This is an optimization exercise on Yosys and OpenROAD, whose aim is small area, a short achievable clock period and few clock cycles per item, not a production implementation. At most, simulation tests tie the RTL to the original design; equivalence was not proved. Only the layout flow was run in run 2; the RTL was not checked for function there. Power figures rest on the tool's default switching activity, not on a simulated workload.

==> flow/standard.sh <==
#!/bin/bash
# synth_recipe.tcl (not shown) runs the flow's synth.tcl, then flattens the netlist and writes it again
# the make line also repeats each setting of config.mk as NAME=value (left out here)
make -C /OpenROAD-flow-scripts/flow DESIGN_CONFIG=/design/flow/config.mk WORK_HOME=/design/flow/orfs CLKGATE_MAP_FILE= SYNTH_SCRIPT=/design/flow/synth_recipe.tcl "${@:-finish}"
==> flow/design.v <==
module cptv_encoder (
    input  wire        clk,
    input  wire        rst,           
    input  wire        cmd_valid,
    output wire        cmd_ready,
    input  wire [4:0]  cmd_width,     
    input  wire [15:0] cmd_count,     
    input  wire        cmd_hist,      
    output reg         cmd_err,       
    input  wire        s_valid,
    output reg         s_ready,
    input  wire [15:0] s_data,
    input  wire        h_valid,
    output reg         h_ready,
    input  wire [15:0] h_data,
    output reg         out_valid,
    input  wire        out_ready,
    output wire [31:0] out_data,
    output reg         out_last,
    output reg         res_valid,
    output reg  [4:0]  res_width
);
    reg        idle;          
    reg        busy;          
    reg        fin;           
    reg [4:0]  width;         
    reg        hist;
    reg [15:0] cnt;           
    reg        ge2;           
    reg        rp;            
    reg        s_full, h_full;
    reg [15:0] s_reg, h_reg;
    reg        t_full;
    reg [16:0] t_q;
    reg [16:0] tprev;         
    reg [15:0] mor;           
    reg        c_full;
    reg [15:0] c_q;           
    reg [62:0] buf_q;
    reg [5:0]  fill;          
    reg [5:0]  sh;            
    assign cmd_ready = idle;
    assign out_data  = buf_q[62:31];
    wire accept = cmd_valid && idle;
    wire cmd_ok = (cmd_width <= 5'd16) && (cmd_count != 16'd0);
    wire start  = accept && cmd_ok;
    wire pack   = (width != 5'd0);
    wire xfer   = out_valid && out_ready;
    reg  go;
    wire h_ok   = h_full || !hist;
    wire pk     = c_full && go;
    wire mv2    = t_full && go;
    wire mv1    = s_full && h_ok && go;
    wire last   = !ge2;
    wire t_last = !busy;
    wire c_last = !busy && !t_full;
    wire s_take = s_valid && s_ready;
    wire h_take = h_valid && h_ready;
    wire [16:0] t     = {1'b0, s_reg} - {1'b0, h_reg};
    wire [17:0] r     = {t_q[16], t_q} - {tprev[16], tprev};
    wire [17:0] mag   = r[17] ? ~r : r;
    wire [15:0] mfold = {mag[16] | mag[15], mag[14:0]};
    wire [15:0] mask  = ~(16'hFFFF << width);
    wire [5:0]  pw   = ~sh;                       
    wire [30:0] fine = {15'd0, c_q} << sh[3:0];
    wire [3:0]  lane = {4{pk}} & (4'b0001 << sh[5:4]);
    wire [62:0] placed;
    genvar j;
    generate
        for (j = 0; j < 63; j = j + 1) begin : g_place
            if (j < 16)
                assign placed[j] = lane[0] & fine[j];
            else if (j % 16 == 15)
                assign placed[j] = lane[j / 16] & fine[15];
            else
                assign placed[j] = (lane[j / 16] & fine[j % 16]) |
                                   (lane[j / 16 - 1] & fine[16 + j % 16]);
        end
    endgenerate
    wire [62:0] orv      = buf_q | placed;
    wire [5:0]  fill_add = pk ? pw : fill;
    wire [62:0] buf_next  = xfer ? {orv[30:0], 32'd0} : orv;
    wire [5:0]  fill_next = xfer ? fill_x : fill_add;
    wire        fin_next  = (pk && c_last && pack) || (fin && !(xfer && out_last));
    wire        busy_next = start || (busy && !(mv1 && last));
    wire        sf_next   = s_take || (s_full && !mv1);
    wire        hf_next   = h_take || (h_full && !mv1);
    wire        tf_next   = go ? (s_full && h_ok) : t_full;
    wire        cf_next   = go ? t_full : c_full;
    wire        hist_next = accept ? cmd_hist : hist;
    wire        ge2_next  = accept ? (cmd_count[15:1] != 15'd0) :
                            mv1 ? ((cnt[15:2] != 14'd0) || (cnt[1] && cnt[0])) : ge2;
    wire        go_next   = !(fill_next[5] && fill_next[4]);
    wire [5:0]  fill_x    = {1'b0, fill_add[4:0] & {5{fill_add[5]}}};
    wire        hok_next  = hf_next || !hist_next;
    wire [5:0]  sh_add    = pk ? sh - {1'b0, width} : sh;
    wire [5:0]  sh_next   = accept ? ~{1'b0, cmd_width} : {sh_add[5] ^ xfer, sh_add[4:0]};
    reg [4:0] sel;
    integer i;
    always @(*) begin
        sel = 5'd1;
        for (i = 0; i < 15; i = i + 1)
            if (mor[i]) sel = i[4:0] + 5'd2;
        if (mor[15]) sel = 5'd0;
    end
    always @(posedge clk) begin
        if (accept) begin
            width <= cmd_width;
            hist  <= cmd_hist;
            cnt   <= cmd_count;
            tprev <= 17'd0;
            mor   <= 16'd0;
        end else begin
            if (mv1) cnt <= cnt - 16'd1;
            if (mv2) begin
                tprev <= t_q;
                mor   <= mor | mfold;
            end
        end
        ge2 <= ge2_next;
        if (!s_full || mv1) s_reg <= s_data;
        if (accept) h_reg <= 16'd0;
        else if (hist && (!h_full || mv1)) h_reg <= h_data;
        sh <= sh_next;
        if (go) begin
            t_q    <= t;
            c_q    <= r[15:0] & mask;
        end
        res_width <= sel;
        if (rst) begin
            idle      <= 1'b1;
            go        <= 1'b1;
            busy      <= 1'b0;
            fin       <= 1'b0;
            rp        <= 1'b0;
            s_full    <= 1'b0;
            h_full    <= 1'b0;
            s_ready   <= 1'b0;
            h_ready   <= 1'b0;
            t_full    <= 1'b0;
            c_full    <= 1'b0;
            buf_q     <= 63'd0;
            fill      <= 6'd0;
            out_valid <= 1'b0;
            out_last  <= 1'b0;
            res_valid <= 1'b0;
            cmd_err   <= 1'b0;
        end else begin
            cmd_err   <= accept && !cmd_ok;
            rp        <= mv2 && t_last;
            res_valid <= rp;
            busy      <= busy_next;
            s_full    <= sf_next;
            h_full    <= hf_next;
            t_full    <= tf_next;
            c_full    <= cf_next;
            fin       <= fin_next;
            idle      <= !busy_next && !tf_next && !cf_next && !fin_next;
            s_ready   <= (busy_next && !sf_next) ||
                         (sf_next && hok_next && go_next && ge2_next);
            h_ready   <= hist_next && ((busy_next && !hf_next) ||
                         (hf_next && sf_next && go_next && ge2_next));
            buf_q     <= buf_next;
            fill      <= fill_next;
            go        <= go_next;
            out_valid <= fill_next[5] || (fin_next && (fill_next != 6'd0));
            out_last  <= fin_next && !(fill_next[5] && (fill_next[4:0] != 5'd0));
        end
    end
endmodule
==> flow/flow/run.sh <==
#!/bin/bash
# The standard layout (standard.sh, unchanged synthesis and steps), with the
# port buffers that ORFS inserts made plain buffers instead of delay cells.
set -euo pipefail
export BUFFER_PORTS_ARGS="-buffer_cell sky130_fd_sc_hd__buf_1"
bash standard.sh > standard.log 2>&1
==> flow/constraint.sdc <==
create_clock -name core_clock -period 7.5 [get_ports {clk}]
set_input_delay 1.5000 -clock core_clock [delete_from_list [all_inputs] [get_ports {clk}]]
set_output_delay 1.5000 -clock core_clock [all_outputs]
set_load 0.01 [all_outputs]
==> flow/config.mk <==
export PLATFORM = sky130hd
export DESIGN_NAME = cptv_encoder
export DESIGN_NICKNAME = cptv_encoder
export VERILOG_FILES = /design/flow/design.v
export SDC_FILE = /design/flow/constraint.sdc
export NUM_CORES = 4
export LEC_CHECK = 0
export CAP_MARGIN = 0
export CORE_MARGIN = 2
export CORE_UTILIZATION = 47
export CTS_BUF_LIST = sky130_fd_sc_hd__clkbuf_8
export CTS_CLUSTER_DIAMETER = 70
export CTS_CLUSTER_SIZE = 18
export SETUP_SLACK_MARGIN = 4.9
export SLEW_MARGIN = 0
==> reports/results.ini, run 1 <==
[setup_path]
cp-start-kind = flip-flop
r2r-start = t_q[0]
rrSetupSlack_ps = 4910
critPathKind = reg -> reg
cp_max_fo = 3
reg2regPathDepth = 11
cp_data_arrival_time_ps = 2870
endpoint_kind = flip-flop
critPathRequiredTime_ps = 7780
r2r-end = c_q[10]

[timing]
tightestPinTransition_ps = 856.1
setup_viol = 0
clock.fmax_mhz = 386.2
skew_ps = 10.66
setup_slack_ps = 4911
fin_crit_sh_pct = 34.52
fin_crit_ps = 2589
rsz0062_at_grt = yes
final-max-slew-violation-count = 0
slew_headroom_pct = 42.68
final_hold_viol_count = 0
setup_tns_ps = 0

[finish]
n_fill_cell = 2280
regMostFlops = buf_q
final_area_sq_um = 12360
seq_area_sq_um = 5089
top_regs = buf_q x63, t_q x17, tprev x17
drive_gt1_share_pct = 11.68
largest_reg_flops = 63
nets = 1386
area_delta_synth_final_pct = 10.86
multi_input_area_sq_um = 5564
antenna_cells = 0

[placement]
dpl-instance-area_sq_um = 11530
place_ws_ps = 3999
portBuffers = 103
gp_congestion = 0.8974
dp_hpwl_mm = 17.97

[synth]
synthCells = 1229
synthMuxAreaShare_pct = 3.850
synth_top_family_by_area = compound AO/OA/AOI/OAI gates
synth_edf_count = 75
ys_seq_area_share_pct = 45.52
synthXorXnorAreaFrac_pct = 4.321
yosysUniqueCellTypes = 65
synth-seq-cells = 216
yosys_warnings = 1
synth-simple-area-share_pct = 15.88
synth_top_area_share_pct = 25.32
netlist_area_sq_um = 11150
async_reset_ff_share_pct = 0
syn_avg_cell_area_sq_um = 9.071
yosysTopAreaCell = dfxtp_1
synth_ff_type = dfxtp_1
yosys.area_share.adder_pct = 5.028
synth_compound_area_share_pct = 18.75
synth_nets = 1332
yosys-top-cells-area = dfxtp_1 (25%), edfxtp_1 (20%), a21oi_1 (5.5%)

[min_path]
min_to = res_width[4]
holdPathStages = 1
hold_path.class = reg -> reg
worstHoldStart = mor[15]

[clocking]
clock-root-buffer = clkbuf_8
clkSinkCount = 216
clockBufferDepth = 3
clkTransAtPathRegs_ps = 120
clock_latency_ps = 520
cts_buffers = 16
htree_levels = 1
cts_tree = built

[floorplan]
std_cell_rows = 56
ios = 104
die_h_um = 158.0
die_w_um = 158.0
core_sq_um = 23400
initial_core_util_pct = 47.64
die_area_sq_um = 24970

[power]
leakagePower_nw = 4.537
total_power_mw = 3.474
ir_drop_v = 0.0001913
p_per_area_nw_per_um2 = 281.1

[run]
cap_violations = 0

[routing]
vias_per_cell = 5.448
initialDrtViolationCount = 570
num_vias = 8782
drtAntennaViolNets = 0
routed_wl_mm = 25.93
drt-pass1-iter-count = 5
wl_per_cell_um = 16.09
drc = 0

[global_routing]
grt_pass1_wl_mm = 41.83
grt_pass1_vias = 8108
use_met2_pct = 32.57
globalRouteMet3Util_pct = 2.354
top_usage_layer = met2
grt_overflow_total = 0
track_usage_pct = 20.62
grt_max_degree = 73
antenna_found_initial = 0
use_met1_pct = 29.78

[status]
status = timing/DRC/antenna clean

==> layer usage <==
metal / routed length (um) / share of wire [%]
met2: 11750 / 45
met4: 561 / 2.2
met1: 12550 / 48
met5: 0 / 0
met3: 1079 / 4.2
==> where the power goes <==
part           leakage [nW]  switching [mW]  internal, mW
combinational          2.41           0.746         0.546
clock                 0.202           0.388         0.318
sequential             1.92          0.0985          1.38
total                  4.54            1.23          2.24
==> Yosys cell counts, drive strengths merged, types with 2 or more instances <==
cell type  number
or2             3
a22o            5
or4             3
o21bai          4
a221oi         24
a31oi           5
mux4            8
a21o            7
buf            43
mux2            7
nor2          130
nand4b          3
o22ai           8
a2111oi         4
nand2b          6
and3            6
nor4            9
or3             3
a221o          17
xor2           19
nand4           6
dfxtp         141
clkbuf         53
and2           10
o21a            8
ha             40
o21ai          59
nor2b          19
a211oi         35
o41ai           2
a21boi          5
o31a            2
o31ai           3
mux2i          17
nand2         159
nor3           29
xnor2          36
o211ai          6
fa              3
nor3b           3
a21oi         123
inv            62
nand3          12
edfxtp         75
==> area by class of cell <==
type                    instances  area share [%]
clock inverters                11           1.002
flip-flops and latches        216           41.17
multi-input cells             856           45.02
clock buffers                  17           1.893
repair buffers                131           5.669
well taps                     319           3.229
inverters                      62           2.015
==> through the flow <==
stage	hold slack, ps	utilization, %	instances
2_1_floorplan	406.2	-	1229
3_3_place_gp	431.6	49.28	1562
3_5_place_dp	437.7	49.28	1562
4_1_cts	456.6	51.44	1598
5_1_grt	475.4	52.81	1612
6_report	455.9	52.81	1612
==> timing repair <==
item	CTS	global route
resized for setup	21	71
hold buffers	0	0
cloned	0	1
endpoints found under the setup margin	90	99
setup buffers	8	13
pin swaps	5	17
endpoints found under the hold margin	0	0
==> placed cells by master, fill, tap and decap left out, types with 9 or more instances in the layout <==
master    instances
a211oi_1         34
a21oi_1         114
a21oi_2           9
a221o_1          17
a221oi_1         24
buf_1            80
buf_4            21
clkbuf_2         19
clkbuf_8         18
dfxtp_1         134
edfxtp_1         75
ha_1             38
inv_1            65
mux2i_1          17
nand2_1         154
nand3_1          10
nor2_1          126
nor2b_1          19
nor3_1           27
o21ai_0          44
o21ai_1          12
xnor2_1          36
xor2_1           15
==> critical path, stage by stage, from the launching register on <==
cell and delay [ps]:
edfxtp_1 430, inv_1 80, ha_2 180, inv_2 40, fa_2 360, a211oi_2 290
o21ai_2 110, a31oi_2 210, o21bai_1 100, a21oi_2 170, xor2_2 270, nor2_1 100
==> worst max path at each step <==
stage                     startpoint      end  slack (ps)  cells after the start
after global routing          t_q[0]  mor[10]        4820                     12
after global placement     cmd_valid  h_ready        4010                      8
after CTS                  cmd_valid  h_ready        4740                      8
after floorplan            cmd_valid  h_ready        4760                      7
final                         t_q[0]  c_q[10]        4910                     11
after detailed placement   cmd_valid  h_ready        4000                      8
==> logic make-up (layout without fill, tap and decap cells) <==
kind of cell	Yosys count	count (layout)
xor+xnor	55	55
buf+inv	158	221
flops	216	216
simple gates	402	403
mux	32	32
compound gates	323	323
fa+ha+maj	43	43
Testbench counts, summed over its fixed seeds: cycles 463,669, samples 462,776.
==> inputs of run 2 (changes only) <==
--- a/flow/design.v
+++ b/flow/design.v
@@ -19,5 +19,5 @@
     output reg         out_last,
     output reg         res_valid,
-    output reg  [4:0]  res_width
+    output wire [4:0]  res_width
 );
     reg        idle;          
@@ -34,5 +34,5 @@
     reg [16:0] t_q;
     reg [16:0] tprev;         
-    reg [15:0] mor;           
+    reg [15:0] mor;
     reg        c_full;
     reg [15:0] c_q;           
@@ -42,4 +42,5 @@
     assign cmd_ready = idle;
     assign out_data  = buf_q[62:31];
+    assign res_width = mor[4:0];
     wire accept = cmd_valid && idle;
     wire cmd_ok = (cmd_width <= 5'd16) && (cmd_count != 16'd0);
@@ -117,4 +118,5 @@
                 mor   <= mor | mfold;
             end
+            if (rp) mor[4:0] <= sel;
         end
         ge2 <= ge2_next;
@@ -127,5 +129,4 @@
             c_q    <= r[15:0] & mask;
         end
-        res_width <= sel;
         if (rst) begin
             idle      <= 1'b1;
--- a/flow/config.mk
+++ b/flow/config.mk
@@ -9,7 +9,7 @@
 export CORE_MARGIN = 2
 export CORE_UTILIZATION = 47
-export CTS_BUF_LIST = sky130_fd_sc_hd__clkbuf_8
+export CTS_BUF_LIST = sky130_fd_sc_hd__clkbuf_4 sky130_fd_sc_hd__clkbuf_8
 export CTS_CLUSTER_DIAMETER = 70
-export CTS_CLUSTER_SIZE = 18
+export CTS_CLUSTER_SIZE = 14
 export SETUP_SLACK_MARGIN = 4.9
 export SLEW_MARGIN = 0
==> reports/results.ini, run 2 <==
[synth]
yosysUniqueCellTypes = 76  ; +17%
yosysTopAreaCell = dfxtp_1
syn_avg_cell_area_sq_um = 9.103  ; +0.35%
synth.most_common_cell = nand2_1
synth_ff_type = dfxtp_1
synthCells = 1256  ; +2.2%
yosys-top-cells-area = dfxtp_1 (24%), edfxtp_1 (20%), nand2_1 (5.2%)
synth-seq-cells = 211  ; -2.3%
synth_edf_count = 75  ; unchanged
ys_seq_area_share_pct = 43.51  ; -2.0 points
yosys_warnings = 1  ; unchanged
async_reset_ff_share_pct = 0  ; unchanged
synth_top_area_share_pct = 23.81  ; -1.5 points
synth_nets = 1359  ; +2.0%
netlist_area_sq_um = 11430  ; +2.6%
ys_top_cells_by_count = nand2_1 (157), dfxtp_1 (136), nor2_1 (116), a21oi_1 (95), edfxtp_1 (75)

[setup_path]
cp_max_fo = 7  ; +4
cp_data_arrival_time_ps = 3000  ; +130 ps
cp-start-kind = flip-flop
endpoint_kind = flip-flop
critPathKind = reg -> reg
critPathRequiredTime_ps = 7900  ; +120 ps
reg2regPathDepth = 10  ; -1

[power]
ir_drop_v = 0.0001925  ; +0.63%
leakagePower_nw = 4.715  ; +3.9%
p_per_area_nw_per_um2 = 291.4  ; +3.7%
total_power_mw = 3.728  ; +7.3%

[routing]
initialDrtViolationCount = 606  ; +6.3%
num_vias = 9054  ; +3.1%
drt-pass1-iter-count = 5  ; unchanged
drc = 0  ; unchanged
routed_wl_mm = 26.50  ; +2.2%
wl_per_cell_um = 16.05  ; -0.24%
vias_per_cell = 5.484  ; +0.66%
drtAntennaViolNets = 0  ; unchanged

[timing]
clock.fmax_mhz = 384.7  ; -0.40%
setup_tns_ps = 0  ; unchanged
final_hold_viol_count = 0  ; unchanged
fin_crit_ps = 2599  ; +10.40 ps
final-max-slew-violation-count = 0  ; unchanged
rsz0062_at_grt = yes
tightestPinTransition_ps = 839.7  ; -16.37 ps
skew_ps = 21.79  ; +11.13 ps
setup_viol = 0  ; unchanged
slew_headroom_pct = 43.77  ; +1.1 points
fin_crit_sh_pct = 34.66  ; +0.14 points
fin_hold_ws_ps = 458.1  ; +2.252 ps

[floorplan]
initial_core_util_pct = 47.43  ; -0.21 points
die_area_sq_um = 25590  ; +2.5%
std_cell_rows = 57  ; +1.8%
core_sq_um = 24110  ; +3.0%
die_w_um = 160.0  ; +1.2%
die_h_um = 160.0  ; +1.2%
ios = 104  ; unchanged

[run]
cap_violations = 0  ; unchanged

[finish]
drive_gt1_share_pct = 13.27  ; +1.6 points
final_area_sq_um = 12790  ; +3.5%
largest_reg_flops = 63  ; unchanged
final_cell_mix = nand2_1 (152), dfxtp_1 (127), nor2_1 (114)
mostFrequentLayoutCell = nand2_1
final_core_util_pct = 53.08  ; +0.27 points
nets = 1418  ; +2.3%
regMostFlops = buf_q
area_delta_synth_final_pct = 11.91
top_regs = buf_q x63, t_q x17, tprev x17

[global_routing]
grt_pass1_wl_mm = 43.43  ; +3.8%
antenna_found_initial = 2  ; +2
track_usage_pct = 20.30  ; -0.32 points
grt_pass1_vias = 8648  ; +6.7%
grt_max_degree = 71  ; -2.7%
grt_overflow_total = 0  ; unchanged

[min_path]
holdPathStages = 2  ; +1
hold_path.class = reg -> reg

[clocking]
htree_levels = 1  ; unchanged
clkSinkCount = 211  ; -2.3%
cts_hold_buf = 0  ; unchanged
clock-root-buffer = clkbuf_8
clkTransAtPathRegs_ps = 100  ; -20 ps
cts_tree = built
clock_latency_ps = 530  ; about the same
cts_buffers = 19  ; +3
clockBufferDepth = 3  ; unchanged

[placement]
portBuffers = 103  ; unchanged
dp_hpwl_mm = 18.40  ; +2.4%
dpl-instance-area_sq_um = 11800  ; +2.3%
gp_congestion = 0.8417  ; -6.2%

[status]
status = timing/DRC/antenna clean

[run 2: cell families (layout without fill, tap and decap cells)]
family,Yosys count,count (layout),synth area share [%]
other,0,1,0
and+or+nand+nor,415,415,16.80
buffers and inverters,167,237,7.004
muxes,34,34,4.421
adders and majority gates,43,43,4.903
DFF,211,211,43.51
xor gates and xnor gates,54,54,4.137
AOI/OAI and AO/OA,332,332,19.23
[run 2: timing repair]
item	in CTS	in global routing
gates cloned	1	0
setup buffers	11	10
resized for setup	34	64
pin swaps	8	18
setup endpoints to repair	110	93
hold endpoints to repair	0	0
[run 2: power by group]
group | leakage, nW | internal, mW | switching, mW | total [mW]
Sequential | 1.88 | 1.35 | 0.106 | 1.46
Combinational | 2.63 | 0.694 | 0.846 | 1.54
Clock | 0.204 | 0.330 | 0.397 | 0.726
[run 2: worst max-delay path, stage by stage, from the launching register on]
cell	delay, ps
edfxtp_1	480
ha_4	320
nand2b_4	60
a211oi_4	290
o221ai_4	150
a2111o_1	460
a31oi_4	240
buf_12	140
buf_16	130
xnor2_2	110
o21ai_1	70
[run 2: final timing paths]
kind | to | slack (ps) | from
max | mor[10] | 4900 | t_q[1]
min | tprev[3] | 460 | tprev[3]
max reg2reg | mor[10] | 4900 | t_q[1]
min reg2reg | tprev[3] | 460 | tprev[3]
[run 2: stage by stage]
stage               setup WS (ps)  instances
finish                       4901       1651
global placement             3775       1596
global route                 4810       1651
detailed placement           3745       1596
floorplan                    4846       1256
CTS                          4847       1640
[run 2: layout make-up]
class	instances	area, sq um
flip-flops and latches	211	4991
diodes	1	2.502
clock inverters	3	46.29
fillers	2318	11310
inverters	69	261.5
multi-input cells	878	5989
well taps	324	405.4
repair buffers	136	755.7
clock buffers	29	342.8
[run 2: layer usage]
layer	global-route usage (%)	vias to the layer above	routed length (um)
met5	0	-	0
li1	-	4583	-
met3	2.623	37	1047
met4	5.201	0	537
met1	28.42	4252	12760
met2	33.49	182	12150

-- static timing again, ports no longer ideal --
Ports are ideal in the flow. The routed layouts listed here were re-timed in OpenROAD. Step 1, drivers: a clkbuf_16 drives clk and a buf_2 each remaining input, both assumed. Step 2 also shifts input and output timing later by t, the mid clock arrival at the registers, as if the neighbouring blocks saw the same clock. Three values: ideal, step 1, step 2; two values: the first two.
run	shift t [ns]	slack for setup (ns)	worst slew at a driven data input, ns
run 1	0.559	4.911 / 4.891 / 4.437	0.03
run 2	0.565	4.901 / 4.901 / 4.388	0.06
After both steps setup and hold are still met in every run listed. For run 2, which loses most, drivers alone change the setup slack by 0.000 ns; drivers and shift together by -0.513 ns.
